Background: an optimization exercise with open tools, aiming at small area, a short achievable clock period and few clock cycles per item. Do not read the settings as production practice. Function was checked by simulation only, so behaviour that the tests miss may differ from the original. Power is estimated from default activity; no workload was simulated.

rev 12:
==> flow/design.v <==
module twr_ranging (
    input  wire        clk,
    input  wire        rst,
    input  wire        in_valid,
    output wire        in_ready,
    input  wire [31:0] pt,
    input  wire [31:0] rr,
    input  wire [31:0] ft,
    input  wire [31:0] prx,
    input  wire [31:0] rtx,
    input  wire [31:0] frx,
    output wire        out_valid,
    input  wire        out_ready,
    output wire [31:0] tof,
    output wire        degen,
    output wire [31:0] ra,
    output wire [31:0] rb,
    output wire [31:0] da,
    output wire [31:0] db
);
    localparam integer K  = 5;           
    localparam integer NM = 7;           
    localparam integer WL = K * NM;      
    localparam integer J1 = 16;          
    localparam integer W  = 34 + K;      
    localparam integer NR = 2 * K + 3;   
    localparam [1:0] S1_IDLE = 2'd0,
                     S1_MUL  = 2'd1,
                     S1_FIX  = 2'd2;
    localparam [1:0] S2_IDLE = 2'd0,
                     S2_DIV  = 2'd1,
                     S2_RES  = 2'd2;
    reg  [1:0]  s1;
    reg  [2:0]  cnt1;
    reg  [31:0] ra_q, da_q;
    reg  [WL-1:0] rb_q, db_q;    
    reg  [WL-1:0] x_q;    
    reg  [2:0]  dch_q;    
    reg         brb_q, bdb_q;    
    reg  [K-1:0] dr_q, dd_q;     
    reg  [33:0] h_q;      
    reg  [33:0] c_q;      
    reg         cl_q;     
    reg  [WL-1:0] l_q;    
    reg  [1:0]  s2;
    reg  [3:0]  cnt2;
    reg         spec_q;   
    reg         c_q2;     
    reg  [31:0] ra_o, rb_o, da_o, db_o;
    reg  [33:0] den2;
    reg  [33:0] rem_q;    
    reg  [31:0] quo_q;    
    reg         neg_q;
    reg         degen_q;
    assign in_ready  = (s1 == S1_IDLE);
    wire   in_fire   = in_valid & in_ready;
    assign out_valid = (s2 == S2_RES);
    wire   s2_free   = (s2 == S2_IDLE) | (out_valid & out_ready);
    wire   hand      = (s1 == S1_FIX) & s2_free;
    wire [31:0] ra_in, da_in;
    twr_sub32 u_ra (.a(rr), .b(pt), .y(ra_in));
    twr_sub32 u_da (.a(ft), .b(rr), .y(da_in));
    wire [K:0]   rbs = {1'b0, rb_q[2*K-1:K]} - {1'b0, x_q[2*K-1:K]} - {{K{1'b0}}, brb_q};
    wire [K:0]   dbs = {1'b0, x_q[2*K-1:K]} - {1'b0, db_q[2*K-1:K]} - {{K{1'b0}}, bdb_q};
    wire [K:0]   rb0 = {1'b0, frx[K-1:0]} - {1'b0, rtx[K-1:0]};
    wire [K:0]   db0 = {1'b0, rtx[K-1:0]} - {1'b0, prx[K-1:0]};
    wire [K-1:0] nmask = (cnt1 == NM - 2) ? {{(K-2){1'b0}}, 2'b11} : {K{1'b1}};
    wire [K-1:0] dr  = dr_q;
    wire [K-1:0] dd  = dd_q;
    wire [WL-1:0] rax = {{(WL-32){1'b0}}, ra_q};
    wire [WL-1:0] dax = {{(WL-32){1'b0}}, da_q};
    wire [K-1:0] rad = rax[cnt1*K +: K];
    wire [K-1:0] dad = dax[cnt1*K +: K];
    wire [K+2:0] dsum = {3'b000, rad} + {3'b000, dad} + {3'b000, dr} + {3'b000, dd} + {{K{1'b0}}, dch_q};
    reg  [W-1:0] rq [0:3*NR];
    reg  [W-1:0] ms, mc;
    integer hd, tl, j;
    always @* begin
        rq[0] = {{(W-34){1'b0}}, h_q};
        rq[1] = {{(W-34){1'b0}}, c_q};
        rq[2] = {{(W-K){1'b0}}, dd};
        for (j = 0; j < K; j = j + 1) begin
            rq[3 + 2*j] = {{(W-32){1'b0}}, ra_q & {32{dr[j]}}} << j;
            rq[4 + 2*j] = {{(W-32){1'b0}}, ~da_q & {32{dd[j]}}} << j;
        end
        for (j = NR; j <= 3*NR; j = j + 1) rq[j] = {W{1'b0}};
        hd = 0;
        tl = NR;
        for (j = 0; j < NR - 2; j = j + 1) begin
            rq[tl]     = rq[hd] ^ rq[hd+1] ^ rq[hd+2];
            rq[tl + 1] = ((rq[hd] & rq[hd+1]) | (rq[hd] & rq[hd+2]) | (rq[hd+1] & rq[hd+2])) << 1;
            hd = hd + 3;
            tl = tl + 2;
        end
        ms = rq[hd];
        mc = rq[hd+1];
    end
    wire [K:0] mlo = {1'b0, ms[K-1:0]} + {1'b0, mc[K-1:0]} + {{K{1'b0}}, cl_q};
    wire [37:0] hsum = {1'b0, h_q, l_q[WL-1:32]} + {1'b0, c_q, 3'b000} + {34'd0, cl_q, 3'b000}
                     - {6'd0, db_q[31:0]};
    wire        sgn  = hsum[32];
    wire [63:0] dvd  = {hsum[31:0], l_q[31:0]} ^ {64{sgn}};
    wire [33:0] den1 = x_q[33:0];
    wire        rlt;
    twr_lt34 u_lt (.a(rem_q), .b(den2), .lt(rlt));
    wire        shrt = (quo_q[13:0] == 14'd0) && rlt;
    wire [35:0] dx  = {rem_q, quo_q[31:30]};
    wire [36:0] dq1 = {1'b0, dx} - {3'b000, den2};
    wire [36:0] dq2 = {1'b0, dx} - {2'b00, den2, 1'b0};
    wire [36:0] t3a = {1'b0, dx};
    wire [36:0] t3b = ~{3'b000, den2};
    wire [36:0] t3c = ~{2'b00, den2, 1'b0};
    wire [36:0] t3s = t3a ^ t3b ^ t3c;
    wire [36:0] t3k = {(t3a[35:0] & t3b[35:0]) | (t3a[35:0] & t3c[35:0]) | (t3b[35:0] & t3c[35:0]), 1'b0};
    wire [36:0] dq3 = t3s + t3k + 37'd2;
    wire [33:0] rem_n = ~dq3[36] ? dq3[33:0] : ~dq2[36] ? dq2[33:0] :
                        ~dq1[36] ? dq1[33:0] : dx[33:0];
    wire [31:0] quo_n = {quo_q[29:0], ~dq2[36], ~dq3[36] | (dq1[36] ^ dq2[36])};
    wire [33:0] fx  = rem_q ^ den2;
    wire [32:0] fc  = rem_q[32:0] & ~den2[32:0];
    wire        r1  = fx[0] & ~|(fx[33:1] ^ fc);
    wire        c_n = (&dq1) | (&dq2) | (&dq3) | (r1 & quo_q[31] & quo_q[30]);
    twr_res u_res (.q(quo_q), .neg(neg_q), .c(c_q2), .degen(degen_q), .tof(tof));
    always @(posedge clk) begin
        if (rst) begin
            s1 <= S1_IDLE;
            s2 <= S2_IDLE;
        end else begin
            case (s1)
                S1_MUL:  if (cnt1 == NM - 1) s1 <= S1_FIX;
                S1_FIX:  if (hand) s1 <= S1_IDLE;
                default: ;
            endcase
            if (in_fire)
                s1 <= S1_MUL;
            case (s2)
                S2_DIV:  if (cnt2 == 4'd15 && !(spec_q && !shrt)) s2 <= S2_RES;
                S2_RES:  if (out_ready) s2 <= S2_IDLE;
                default: ;
            endcase
            if (hand)
                s2 <= S2_DIV;
        end
    end
    always @(posedge clk) begin
        c_q  <= 34'd0;
        cl_q <= 1'b0;
        case (s1)
            S1_MUL: begin
                rb_q  <= {dr, rb_q[WL-1:K]};
                db_q  <= {dd, db_q[WL-1:K]};
                x_q   <= {dsum[K-1:0], x_q[WL-1:K]};
                dch_q <= dsum[K+2:K];
                brb_q <= rbs[K];
                bdb_q <= dbs[K];
                dr_q  <= rbs[K-1:0] & nmask;
                dd_q  <= dbs[K-1:0] & nmask;
                h_q   <= ms[W-1:K];
                c_q   <= mc[W-1:K];
                cl_q  <= mlo[K];
                l_q   <= {mlo[K-1:0], l_q[WL-1:K]};
                cnt1  <= cnt1 + 3'd1;
            end
            S1_FIX: begin
                c_q  <= c_q;
                cl_q <= cl_q;
            end
            default: ;
        endcase
        if (in_fire) begin
            ra_q  <= ra_in;
            rb_q  <= {{(WL-32){1'b0}}, frx};
            da_q  <= da_in;
            db_q  <= {{(WL-32){1'b0}}, prx};
            x_q   <= {{(WL-32){1'b0}}, rtx};
            dch_q <= 3'd0;
            brb_q <= rb0[K];
            bdb_q <= db0[K];
            dr_q  <= rb0[K-1:0];
            dd_q  <= db0[K-1:0];
            h_q   <= 34'd0;
            cnt1  <= 3'd0;
        end
    end
    always @(posedge clk) begin
        case (s2)
            S2_DIV: begin
                spec_q <= 1'b0;
                c_q2   <= c_n;
                if (spec_q & ~shrt) begin
                    rem_q <= {2'b00, quo_q[13:0], rem_q[33:16]};
                    quo_q <= {rem_q[15:0], quo_q[31:16]};
                    cnt2  <= 4'd0;
                end else begin
                    rem_q <= rem_n;
                    quo_q <= quo_n;
                    cnt2  <= cnt2 + 4'd1;
                end
            end
            default: ;
        endcase
        if (hand) begin
            ra_o    <= ra_q;
            rb_o    <= rb_q[31:0];
            da_o    <= da_q;
            db_o    <= db_q[31:0];
            den2    <= den1;
            degen_q <= (den1 == 34'd0);
            neg_q   <= sgn;
            rem_q   <= dvd[49:16];
            quo_q   <= {dvd[15:0], 2'b00, dvd[63:50]};
            spec_q  <= 1'b1;
            cnt2    <= 16 - J1 / 2;
        end
    end
    assign degen = degen_q;
    assign ra    = ra_o;
    assign rb    = rb_o;
    assign da    = da_o;
    assign db    = db_o;
endmodule
module twr_sub32 (
    input  wire [31:0] a,
    input  wire [31:0] b,
    output wire [31:0] y
);
    assign y = a - b;
endmodule
module twr_lt34 (
    input  wire [33:0] a,
    input  wire [33:0] b,
    output wire        lt
);
    assign lt = a < b;
endmodule
module twr_res (
    input  wire [31:0] q,
    input  wire        neg,
    input  wire        c,
    input  wire        degen,
    output wire [31:0] tof
);
    reg [31:0] z;    
    integer i;
    always @* begin
        z[0] = 1'b1;
        for (i = 1; i < 32; i = i + 1)
            z[i] = z[i-1] & ~q[i-1];
    end
    wire inc = neg & ~c;
    assign tof = degen ? 32'd0 : (q ^ {32{neg}} ^ (z & {32{inc}}));
endmodule
Settings: LEC_CHECK=0, CAP_MARGIN=20, CORE_MARGIN=2, CORE_UTILIZATION=60, PLACE_DENSITY=0.7, SETUP_SLACK_MARGIN=5, SLEW_MARGIN=20, SYNTH_HIERARCHICAL=1, SYNTH_MINIMUM_KEEP_SIZE=0, TNS_END_PERCENT=0; clock period 13.0 ns.
standard.sh (not shown) runs the stock make flow with config.mk's settings and CLKGATE_MAP_FILE= SYNTH_SCRIPT=/design/flow/synth_recipe.tcl, a recipe that flattens the netlist after the stock synthesis.
==> flow/flow/run.sh <==
#!/bin/bash
set -euo pipefail
bash standard.sh SETUP_SLACK_MARGIN=8 "BUFFER_PORTS_ARGS=-buffer_cell sky130_fd_sc_hd__buf_1" finish > make_finish.log 2>&1
Testbench counts of rev 12, summed over its fixed seeds: cycles 2,952, items 320.
#### Input delta (rev 13 over rev 12)
diff --git a/flow/design.v b/flow/design.v
--- a/flow/design.v
+++ b/flow/design.v
@@ -117,13 +117,14 @@
                         ~dq1[36] ? dq1[33:0] : dx[33:0];
     wire [31:0] quo_n = {quo_q[29:0], ~dq2[36], ~dq3[36] | (dq1[36] ^ dq2[36])};
     wire [33:0] fx  = rem_q ^ den2;
     wire [32:0] fc  = rem_q[32:0] & ~den2[32:0];
     wire        r1  = fx[0] & ~|(fx[33:1] ^ fc);
     wire        c_n = (&dq1) | (&dq2) | (&dq3) | (r1 & quo_q[31] & quo_q[30]);
-    twr_res u_res (.q(quo_q), .neg(neg_q), .c(c_q2), .degen(degen_q), .tof(tof));
+    wire [31:0] nquo = ~quo_q + 32'd1;
+    assign tof = degen_q ? 32'd0 : ~neg_q ? quo_q : c_q2 ? ~quo_q : nquo;
     always @(posedge clk) begin
         if (rst) begin
             s1 <= S1_IDLE;
             s2 <= S2_IDLE;
         end else begin
             case (s1)
@@ -230,23 +231,6 @@
     input  wire [33:0] a,
     input  wire [33:0] b,
     output wire        lt
 );
     assign lt = a < b;
 endmodule
-module twr_res (
-    input  wire [31:0] q,
-    input  wire        neg,
-    input  wire        c,
-    input  wire        degen,
-    output wire [31:0] tof
-);
-    reg [31:0] z;    
-    integer i;
-    always @* begin
-        z[0] = 1'b1;
-        for (i = 1; i < 32; i = i + 1)
-            z[i] = z[i-1] & ~q[i-1];
-    end
-    wire inc = neg & ~c;
-    assign tof = degen ? 32'd0 : (q ^ {32{neg}} ^ (z & {32{inc}}));
-endmodule
## What came out
The post-CTS repair timing setup buffer count number comes out lower for rev 13 vs rev 12. Final instance area (lower): rev 13. Higher critical path depth among rev 13 and rev 12: rev 13. Higher number of buffers and inverters on the critical path among rev 13 and rev 12: rev 12. On total power after layout, rev 13 and rev 12 are neck and neck. Relative to rev 12, part of the power in the clock network decreased by 0.3 points in rev 13. Compared with rev 12, rev 13 shows a higher minimum period implied by the final worst setup slack. Rev 12 reports its launch point of the worst path as c_q2$_DFFE_PP_ while rev 13 reports quo_q[7]$_DFFE_PP_. Side by side, gate count of the mapped netlist turned out lower in rev 13 than in rev 12. Rev 13 vs rev 12: total number of nets in the final design down slightly. Compared with rev 12, in rev 13 total clock buffers created by CTS went down 2, largest net degree at the start of global routing went down 26. On worst setup slack: rev 13 sits below rev 12. Where worst setup timing slack at the placement stage is concerned, rev 12 is better than rev 13.
Testbench counts of rev 13, summed over its fixed seeds: cycles 2,952, items 320.

## port drivers added, routing unchanged
Ports are ideal in the flow. The routed layouts listed here were re-timed in OpenROAD. Step 1: set_driving_cell puts a clkbuf_16 on clk and a buf_2 on each other input, an assumption about the parent block. Step 2 also shifts input and output timing later by t, the mid clock arrival at the registers, as if the neighbouring blocks saw the same clock. a / b / c = no drivers / after step 1 / after step 2; a / b = the first two.
run	t (ns)	setup WS [ns]	hold slack, ns	cell pins on the clock port's net
rev 12	0.716	7.487 / 7.421 / 7.296	0.421 / 0.421 / 0.421	1
rev 13	0.718	6.558 / 6.490 / 6.829	0.423 / 0.423 / 0.423	1
After both steps every run listed still meets setup and hold. The setup slack of rev 12, which loses most, moves by -0.066 ns with the drivers and by -0.191 ns with both steps.
